This design comes from an exercise in tuning for a short achievable clock period and few clock cycles on the open sky130 flow, not from production work.
Only simulation tests tie the RTL to the original design; equivalence was not proved.
Power is estimated from default activity; no workload was simulated.

==> inputs of nickel <==
==> flow/design.v <==
module sba_regfile (
    input  wire        clk,
    input  wire        rst,
    input  wire [4:0]  ra_idx,
    output wire [31:0] ra_data,
    input  wire [4:0]  rb_idx,
    output wire [31:0] rb_data,
    input  wire [4:0]  rc_idx,
    output wire [31:0] rc_data,
    input  wire [4:0]  rh_idx,
    output wire [31:0] rh_data,
    input  wire        we,
    input  wire [4:0]  wa,
    input  wire [31:0] wd
);
    reg [31:0] x [1:31];
    integer i;
    always @(posedge clk) begin
        if (rst) begin
            for (i = 1; i < 32; i = i + 1)
                x[i] <= 32'd0;
        end else if (we && wa != 5'd0) begin
            x[wa] <= wd;
        end
    end
    assign ra_data = (ra_idx == 5'd0) ? 32'd0 : x[ra_idx];
    assign rb_data = (rb_idx == 5'd0) ? 32'd0 : x[rb_idx];
    assign rc_data = (rc_idx == 5'd0) ? 32'd0 : x[rc_idx];
    assign rh_data = (rh_idx == 5'd0) ? 32'd0 : x[rh_idx];
endmodule
module sba_divider (
    input  wire        clk,
    input  wire        rst,
    input  wire        start,
    input  wire [31:0] dividend,
    input  wire [31:0] divisor,
    output reg         done,
    output wire [31:0] quotient
);
    reg [31:0] q;
    reg [31:0] r;
    reg [31:0] d;
    reg [5:0]  count;
    reg        busy;
    wire [32:0] r_shift = {r, q[31]};
    wire [32:0] r_sub   = r_shift - {1'b0, d};
    always @(posedge clk) begin
        if (rst) begin
            busy  <= 1'b0;
            done  <= 1'b0;
            count <= 6'd0;
            q     <= 32'd0;
            r     <= 32'd0;
            d     <= 32'd0;
        end else begin
            done <= 1'b0;
            if (start) begin
                q     <= dividend;
                r     <= 32'd0;
                d     <= divisor;
                count <= 6'd32;
                busy  <= 1'b1;
            end else if (busy) begin
                if (r_sub[32]) begin
                    r <= r_shift[31:0];
                    q <= {q[30:0], 1'b0};
                end else begin
                    r <= r_sub[31:0];
                    q <= {q[30:0], 1'b1};
                end
                count <= count - 6'd1;
                if (count == 6'd1) begin
                    busy <= 1'b0;
                    done <= 1'b1;
                end
            end
        end
    end
    assign quotient = q;
endmodule
module sba_core (
    input  wire        clk,
    input  wire        rst,
    output reg         mem_req,
    output reg         mem_we,
    output reg  [17:0] mem_addr,
    output reg  [31:0] mem_wdata,
    input  wire        mem_gnt,
    input  wire        mem_rvalid,
    input  wire [31:0] mem_rdata,
    output wire        halted,
    output reg  [2:0]  fault,
    output reg  [31:0] pc,
    output reg  [31:0] fault_addr,
    input  wire [4:0]  dbg_idx,
    output wire [31:0] dbg_data
);
    localparam [2:0] S_FETCH = 3'd0,
                     S_WAITI = 3'd1,
                     S_EXEC  = 3'd2,
                     S_MEM   = 3'd3,
                     S_WAITD = 3'd4,
                     S_DIV   = 3'd5,
                     S_HALT  = 3'd6;
    localparam [2:0] F_NONE = 3'd0,
                     F_PC   = 3'd1,
                     F_OPC  = 3'd2,
                     F_DIV0 = 3'd3,
                     F_OOB  = 3'd4,
                     F_MIS  = 3'd5;
    localparam [5:0] OP_ADD  = 6'd0,  OP_SUB  = 6'd1,  OP_MUL  = 6'd2,  OP_DIV  = 6'd3,
                     OP_NOT  = 6'd4,  OP_AND  = 6'd5,  OP_NAND = 6'd6,  OP_OR   = 6'd7,
                     OP_XOR  = 6'd8,  OP_XNOR = 6'd9,  OP_MOV  = 6'd10, OP_SGT  = 6'd11,
                     OP_SLT  = 6'd12, OP_MAC  = 6'd13, OP_ADDI = 6'd14, OP_SUBI = 6'd15,
                     OP_MULI = 6'd16, OP_DIVI = 6'd17, OP_ANDI = 6'd18, OP_NANDI= 6'd19,
                     OP_ORI  = 6'd20, OP_XORI = 6'd21, OP_LW   = 6'd22, OP_SW   = 6'd23,
                     OP_LB   = 6'd24, OP_SB   = 6'd25, OP_BEQ  = 6'd26, OP_BNE  = 6'd27,
                     OP_CLR  = 6'd28, OP_JMP  = 6'd29, OP_CALL = 6'd30, OP_EXT  = 6'd31;
    localparam [31:0] MEM_CAPACITY = 32'h0010_0000;
    localparam [31:0] DATA_START   = 32'h1000_0000;
    localparam [31:0] DATA_END     = 32'h1008_0000;
    localparam [31:0] HALF         = 32'h0008_0000;
    reg  [2:0]  state;
    reg  [31:0] ir;
    wire [5:0]  opcode = ir[31:26];
    wire [4:0]  rd     = ir[25:21];
    wire [4:0]  rs     = ir[20:16];
    wire [4:0]  rt     = ir[15:11];
    wire [31:0] imm_s  = {{16{ir[15]}}, ir[15:0]};
    wire [25:0] jaddr  = ir[25:0];
    wire [31:0] xs, xt, xd;
    reg         rf_we;
    reg  [4:0]  rf_wa;
    reg  [31:0] rf_wd;
    sba_regfile u_rf (
        .clk(clk), .rst(rst),
        .ra_idx(rs), .ra_data(xs),
        .rb_idx(rt), .rb_data(xt),
        .rc_idx(rd), .rc_data(xd),
        .rh_idx(dbg_idx), .rh_data(dbg_data),
        .we(rf_we), .wa(rf_wa), .wd(rf_wd)
    );
    wire        is_imm   = (opcode >= OP_ADDI);
    wire [31:0] opb      = is_imm ? imm_s : xt;
    wire [31:0] product  = xs * opb;
    reg  [31:0] alu_out;
    always @(*) begin
        case (opcode)
            OP_ADD,  OP_ADDI:  alu_out = xs + opb;
            OP_SUB,  OP_SUBI:  alu_out = xs - opb;
            OP_MUL,  OP_MULI:  alu_out = product;
            OP_NOT:            alu_out = ~xs;
            OP_AND,  OP_ANDI:  alu_out = xs & opb;
            OP_NAND, OP_NANDI: alu_out = ~(xs & opb);
            OP_OR,   OP_ORI:   alu_out = xs | opb;
            OP_XOR,  OP_XORI:  alu_out = xs ^ opb;
            OP_XNOR:           alu_out = ~(xs ^ opb);
            OP_MOV:            alu_out = xs;
            OP_SGT:            alu_out = {31'd0, xs > xt};
            OP_SLT:            alu_out = {31'd0, xs < xt};
            OP_MAC:            alu_out = xd + product;
            default:           alu_out = 32'd0;    
        endcase
    end
    wire [31:0] ea       = xs + imm_s;
    wire        ea_low   = (ea < DATA_START);
    wire        ea_high  = (ea >= DATA_START) && (ea < DATA_END);
    wire [31:0] paddr    = ea_low ? ea : (ea - DATA_START + HALF);
    wire        ea_oob   = ea_low ? (ea >= MEM_CAPACITY) : !ea_high;
    wire        ea_mis   = (ea[1:0] != 2'b00);
    wire [31:0] pc_plus4   = pc + 32'd4;
    wire [31:0] beq_target = pc + {imm_s[29:0], 2'b00} - 32'd12;
    wire [31:0] bne_target = pc + {imm_s[29:0], 2'b00} + 32'd4;
    wire [31:0] jmp_target = {4'd0, jaddr, 2'b00};
    reg         div_start;
    wire        div_done;
    wire [31:0] div_q;
    sba_divider u_div (
        .clk(clk), .rst(rst),
        .start(div_start), .dividend(xs), .divisor(opb),
        .done(div_done), .quotient(div_q)
    );
    reg [17:0] widx_q;    
    assign halted = (state == S_HALT);
    always @(posedge clk) begin
        if (rst) begin
            state      <= S_FETCH;
            pc         <= 32'd0;
            ir         <= 32'd0;
            fault      <= F_NONE;
            fault_addr <= 32'd0;
            widx_q     <= 18'd0;
        end else begin
            case (state)
                S_FETCH: begin
                    if (pc >= MEM_CAPACITY) begin
                        fault <= F_PC;
                        state <= S_HALT;
                    end else if (mem_gnt) begin
                        state <= S_WAITI;
                    end
                end
                S_WAITI: begin
                    if (mem_rvalid) begin
                        ir    <= mem_rdata;
                        state <= S_EXEC;
                    end
                end
                S_EXEC: begin
                    if (opcode[5]) begin
                        fault <= F_OPC;
                        state <= S_HALT;
                    end else begin
                        case (opcode)
                            OP_DIV, OP_DIVI: begin
                                if (opb == 32'd0) begin
                                    fault <= F_DIV0;
                                    state <= S_HALT;
                                end else begin
                                    state <= S_DIV;
                                end
                            end
                            OP_LW, OP_SW, OP_LB, OP_SB: begin
                                if (ea_oob) begin
                                    fault      <= F_OOB;
                                    fault_addr <= ea;
                                    state      <= S_HALT;
                                end else if (ea_mis) begin
                                    fault      <= F_MIS;
                                    fault_addr <= ea;
                                    state      <= S_HALT;
                                end else begin
                                    widx_q <= paddr[19:2];
                                    state  <= S_MEM;
                                end
                            end
                            OP_BEQ: begin
                                pc    <= (xd == xs) ? beq_target : pc_plus4;
                                state <= S_FETCH;
                            end
                            OP_BNE: begin
                                pc    <= (xd != xs) ? bne_target : pc_plus4;
                                state <= S_FETCH;
                            end
                            OP_JMP, OP_CALL: begin
                                pc    <= jmp_target;
                                state <= S_FETCH;
                            end
                            OP_EXT: begin
                                pc    <= pc_plus4;
                                state <= S_HALT;
                            end
                            default: begin
                                pc    <= pc_plus4;
                                state <= S_FETCH;
                            end
                        endcase
                    end
                end
                S_MEM: begin
                    if (mem_gnt) begin
                        if (opcode == OP_SW || opcode == OP_SB) begin
                            pc    <= pc_plus4;
                            state <= S_FETCH;
                        end else begin
                            state <= S_WAITD;
                        end
                    end
                end
                S_WAITD: begin
                    if (mem_rvalid) begin
                        pc    <= pc_plus4;
                        state <= S_FETCH;
                    end
                end
                S_DIV: begin
                    if (div_done) begin
                        pc    <= pc_plus4;
                        state <= S_FETCH;
                    end
                end
                default: state <= S_HALT;
            endcase
        end
    end
    always @(*) begin
        rf_we     = 1'b0;
        rf_wa     = rd;
        rf_wd     = alu_out;
        div_start = 1'b0;
        case (state)
            S_EXEC: begin
                if (!opcode[5]) begin
                    if (opcode <= OP_XORI && opcode != OP_DIV && opcode != OP_DIVI)
                        rf_we = 1'b1;
                    if (opcode == OP_CLR)
                        rf_we = 1'b1;
                    if (opcode == OP_CALL) begin
                        rf_we = 1'b1;
                        rf_wa = 5'd31;
                        rf_wd = pc_plus4;
                    end
                    if ((opcode == OP_DIV || opcode == OP_DIVI) && opb != 32'd0)
                        div_start = 1'b1;
                end
            end
            S_WAITD: begin
                rf_we = mem_rvalid;
                rf_wd = (opcode == OP_LB) ? {24'd0, mem_rdata[7:0]} : mem_rdata;
            end
            S_DIV: begin
                rf_we = div_done;
                rf_wd = div_q;
            end
            default: ;
        endcase
    end
    always @(*) begin
        mem_req   = 1'b0;
        mem_we    = 1'b0;
        mem_addr  = pc[19:2];
        mem_wdata = 32'd0;
        if (state == S_FETCH && pc < MEM_CAPACITY) begin
            mem_req = 1'b1;
        end else if (state == S_MEM) begin
            mem_req   = 1'b1;
            mem_we    = (opcode == OP_SW || opcode == OP_SB);
            mem_addr  = widx_q;
            mem_wdata = (opcode == OP_SB) ? {24'd0, xd[7:0]} : xd;
        end
    end
endmodule
==> flow/run.sh <==
#!/bin/bash
# synth_recipe.tcl (not shown) runs the flow's synth.tcl, then flattens the netlist and writes it again
# the make line also repeats each setting of config.mk as NAME=value (left out here)
make -C /OpenROAD-flow-scripts/flow DESIGN_CONFIG=/design/flow/config.mk WORK_HOME=/design/flow/orfs CLKGATE_MAP_FILE= SYNTH_SCRIPT=/design/flow/synth_recipe.tcl finish
==> flow/config.mk <==
export PLATFORM = sky130hd
export DESIGN_NAME = sba_core
export DESIGN_NICKNAME = sba_core
export VERILOG_FILES = /design/flow/design.v
export SDC_FILE = /design/flow/constraint.sdc
export NUM_CORES = 4
export LEC_CHECK = 0
export CAP_MARGIN = 20
export CORE_MARGIN = 2
export CORE_UTILIZATION = 40
export SLEW_MARGIN = 20
==> flow/constraint.sdc <==
create_clock -name core_clock -period 13.0 [get_ports {clk}]
set_input_delay 2.6000 -clock core_clock [delete_from_list [all_inputs] [get_ports {clk}]]
set_output_delay 2.6000 -clock core_clock [all_outputs]
set_load 0.01 [all_outputs]
==> inputs of zinc, as changes to nickel <==
--- a/flow/design.v
+++ b/flow/design.v
@@ -35,47 +35,99 @@
     input  wire [31:0] dividend,
     input  wire [31:0] divisor,
-    output reg         done,
+    output wire        done,
     output wire [31:0] quotient
 );
+    localparam [1:0] D_IDLE = 2'd0, D_SETUP = 2'd1, D_ITER = 2'd2, D_DONE = 2'd3;
+    reg [1:0]  st;
+    reg [31:0] n;
     reg [31:0] q;
     reg [31:0] r;
     reg [31:0] d;
-    reg [5:0]  count;
-    reg        busy;
-    wire [32:0] r_shift = {r, q[31]};
-    wire [32:0] r_sub   = r_shift - {1'b0, d};
+    reg [33:0] d3;
+    reg [5:0]  cnt;
+    function [5:0] bitlen;
+        input [31:0] v;
+        reg [15:0] v16;
+        reg [7:0]  v8;
+        reg [3:0]  v4;
+        reg [1:0]  v2;
+        reg        z16, z8, z4, z2;
+        begin
+            z16 = |v[31:16];
+            v16 = z16 ? v[31:16] : v[15:0];
+            z8  = |v16[15:8];
+            v8  = z8 ? v16[15:8] : v16[7:0];
+            z4  = |v8[7:4];
+            v4  = z4 ? v8[7:4] : v8[3:0];
+            z2  = |v4[3:2];
+            v2  = z2 ? v4[3:2] : v4[1:0];
+            if (v2 == 2'b00)
+                bitlen = 6'd0;
+            else
+                bitlen = {1'b0, z16, z8, z4, z2, v2[1]} + 6'd1;
+        end
+    endfunction
+    reg [5:0]   ln;
+    reg [5:0]   ld;
+    wire        qzero = (ln < ld);
+    wire [5:0]  s = ln - ld + 6'd1;             
+    wire [63:0] al = {32'd0, n} << (6'd32 - s);
+    wire [32:0] r1s = {r, q[31]};
+    wire [32:0] r1d = r1s - {1'b0, d};
+    wire [31:0] r1  = r1d[32] ? r1s[31:0] : r1d[31:0];
+    wire [31:0] q1  = {q[30:0], ~r1d[32]};
+    wire [33:0] rr  = {r, q[31:30]};
+    wire [34:0] s1  = {1'b0, rr} - {3'b000, d};
+    wire [34:0] s2  = {1'b0, rr} - {2'b00, d, 1'b0};
+    wire [34:0] s3  = {1'b0, rr} - {1'b0, d3};
+    wire [31:0] r2  = !s3[34] ? s3[31:0] : !s2[34] ? s2[31:0] : !s1[34] ? s1[31:0] : rr[31:0];
+    wire [1:0]  qb  = !s3[34] ? 2'd3 : !s2[34] ? 2'd2 : !s1[34] ? 2'd1 : 2'd0;
+    wire [31:0] q2  = {q[29:0], qb};
     always @(posedge clk) begin
         if (rst) begin
-            busy  <= 1'b0;
-            done  <= 1'b0;
-            count <= 6'd0;
-            q     <= 32'd0;
-            r     <= 32'd0;
-            d     <= 32'd0;
+            st  <= D_IDLE;
+            cnt <= 6'd0;
+        end else if (start) begin
+            n  <= dividend;
+            d  <= divisor;
+            ln <= bitlen(dividend);
+            ld <= bitlen(divisor);
+            st <= D_SETUP;
         end else begin
-            done <= 1'b0;
-            if (start) begin
-                q     <= dividend;
-                r     <= 32'd0;
-                d     <= divisor;
-                count <= 6'd32;
-                busy  <= 1'b1;
-            end else if (busy) begin
-                if (r_sub[32]) begin
-                    r <= r_shift[31:0];
-                    q <= {q[30:0], 1'b0};
-                end else begin
-                    r <= r_sub[31:0];
-                    q <= {q[30:0], 1'b1};
+            case (st)
+                D_SETUP: begin
+                    if (qzero) begin
+                        q  <= 32'd0;
+                        st <= D_DONE;
+                    end else begin
+                        r   <= al[63:32];
+                        q   <= al[31:0];
+                        d3  <= {2'b00, d} + {1'b0, d, 1'b0};
+                        cnt <= s;
+                        st  <= D_ITER;
+                    end
                 end
-                count <= count - 6'd1;
-                if (count == 6'd1) begin
-                    busy <= 1'b0;
-                    done <= 1'b1;
+                D_ITER: begin
+                    if (cnt == 6'd1) begin
+                        r   <= r1;
+                        q   <= q1;
+                        cnt <= 6'd0;
+                        st  <= D_DONE;
+                    end else begin
+                        r   <= r2;
+                        q   <= q2;
+                        cnt <= cnt - 6'd2;
+                        if (cnt == 6'd2) st <= D_DONE;
+                    end
                 end
-            end
+                default: ;
+            endcase
         end
     end
-    assign quotient = q;
+    wire last = (st == D_ITER) && (cnt <= 6'd2);
+    assign done     = (st == D_DONE) || last || ((st == D_SETUP) && qzero);
+    assign quotient = (st == D_SETUP) ? 32'd0 :
+                      !last           ? q :
+                      (cnt == 6'd1)   ? q1 : q2;
 endmodule
 module sba_core (
@@ -182,4 +234,37 @@
     );
     reg [17:0] widx_q;    
+    reg        nf_go;
+    reg [31:0] npc;
+    always @(*) begin
+        nf_go = 1'b0;
+        npc   = pc_plus4;
+        case (state)
+            S_EXEC: begin
+                if (!opcode[5]) begin
+                    case (opcode)
+                        OP_BEQ: begin
+                            nf_go = 1'b1;
+                            npc   = (xd == xs) ? beq_target : pc_plus4;
+                        end
+                        OP_BNE: begin
+                            nf_go = 1'b1;
+                            npc   = (xd != xs) ? bne_target : pc_plus4;
+                        end
+                        OP_JMP, OP_CALL: begin
+                            nf_go = 1'b1;
+                            npc   = jmp_target;
+                        end
+                        OP_DIV, OP_DIVI, OP_LW, OP_SW, OP_LB, OP_SB, OP_EXT: ;
+                        default: nf_go = 1'b1;
+                    endcase
+                end
+            end
+            S_WAITD: nf_go = mem_rvalid;
+            S_DIV:   nf_go = div_done;
+            default: ;
+        endcase
+    end
+    wire nf_req = nf_go && (npc < MEM_CAPACITY);
+    wire nf_acc = nf_req && mem_gnt;
     assign halted = (state == S_HALT);
     always @(posedge clk) begin
@@ -235,15 +320,7 @@
                                 end
                             end
-                            OP_BEQ: begin
-                                pc    <= (xd == xs) ? beq_target : pc_plus4;
-                                state <= S_FETCH;
-                            end
-                            OP_BNE: begin
-                                pc    <= (xd != xs) ? bne_target : pc_plus4;
-                                state <= S_FETCH;
-                            end
-                            OP_JMP, OP_CALL: begin
-                                pc    <= jmp_target;
-                                state <= S_FETCH;
+                            OP_BEQ, OP_BNE, OP_JMP, OP_CALL: begin
+                                pc    <= npc;
+                                state <= nf_acc ? S_WAITI : S_FETCH;
                             end
                             OP_EXT: begin
@@ -252,6 +329,6 @@
                             end
                             default: begin
-                                pc    <= pc_plus4;
-                                state <= S_FETCH;
+                                pc    <= npc;
+                                state <= nf_acc ? S_WAITI : S_FETCH;
                             end
                         endcase
@@ -270,12 +347,12 @@
                 S_WAITD: begin
                     if (mem_rvalid) begin
-                        pc    <= pc_plus4;
-                        state <= S_FETCH;
+                        pc    <= npc;
+                        state <= nf_acc ? S_WAITI : S_FETCH;
                     end
                 end
                 S_DIV: begin
                     if (div_done) begin
-                        pc    <= pc_plus4;
-                        state <= S_FETCH;
+                        pc    <= npc;
+                        state <= nf_acc ? S_WAITI : S_FETCH;
                     end
                 end
@@ -328,4 +405,7 @@
             mem_addr  = widx_q;
             mem_wdata = (opcode == OP_SB) ? {24'd0, xd[7:0]} : xd;
+        end else if (nf_req) begin
+            mem_req   = 1'b1;
+            mem_addr  = npc[19:2];
         end
     end
==> notes <==
Between zinc and nickel, the lower final area is in nickel (gap about 9%, measured against nickel).
Count of clock-buffer cells in the layout: nickel is lower than zinc (15).
Synthesized cell count: zinc is higher than nickel (14%).
Between nickel and zinc, the lower combinational power is in nickel (gap about 5%, measured against zinc).
Of nickel and zinc, nickel has the higher maximum frequency (gap about 0.9%, measured against zinc).
Between nickel and zinc, the lower flip-flop and latch count is in nickel (gap 80).
Between nickel and zinc, the lower clock skew is in nickel (gap 0.0048 ns).
First-iteration DRC count: nickel is lower than zinc (11%).
Via count: nickel is smaller than zinc (about 13%).
==> figures <==
| quantity | nickel | zinc |
|---|---|---|
| Design internal power | 11.8 mW | 12.3 mW |
| Initial DRT Pass Iterations | 8 | 10 |
| Run status | no timing/DRC/antenna violations | no timing/DRC/antenna violations |
| Worst slew pin tran | 1.28 ns | 1.27 ns |
| Post-synthesis simple-gate area fraction | 11.6% | 12.4% |
| Clock latency of the later-clocked register in the worst-skew pair | 0.89 ns | 0.92 ns |
| Synth top area share | 28.2% | 29.8% |
| Clock sink count | 1261 | 1341 |
| CTS Buf Count | 155 | 166 |
| Part of the total power dissipated in combinational logic | 57.9% | 57.2% |
| Met3 Use GR | 12.7% | 13.4% |
| Number of clock buffers in the layout | 179 | 194 |
| Well Taps | 3570 | 3958 |
| Vias per Instance | 6.71 | 6.86 |
| Sequential cell area | 35600 sq um | 38900 sq um |
| Initial core utilization | 40.3% | 40.2% |
| Clk pwr share | 20.4% | 19.9% |
| Synthesized-area fraction occupied by xor and xnor cells | 2.88% | 3.11% |
| Critical Path End | u_rf.x[1][31]$_SDFFCE_PN0P_ | u_rf.x[30][29]$_SDFFCE_PN0P_ |
| Die ar. | 277000 sq um | 306000 sq um |
Testbench counts of nickel, summed over its fixed seeds: cycles 384,933.
Testbench counts of zinc, summed over its fixed seeds: cycles 254,295.

[what the ideal ports hide]
No port has a modelled driver above. Below, the same layouts with a new extraction and two added sets of constraints.
Step 1, drivers: a clkbuf_16 drives clk and a buf_2 each remaining input, both assumed.
Step 2, shift: input delay + t, output delay - t, t = (earliest + latest rising clock arrival at the registers) / 2. This alone moves slack from input paths to output paths.
Three values: ideal ports, drivers, drivers and shift; two values: the first two.
run	t (ns)	setup slack, ns	hold slack, ns	latest minus earliest clock arrival (ns)
nickel	0.929	0.423 / 0.423 / 0.423	0.463 / 0.463 / 0.463	0.127 / 0.128
zinc	0.951	0.308 / 0.308 / 0.308	0.501 / 0.501 / 0.501	0.132 / 0.132
After both steps setup and hold are still met in every run listed.
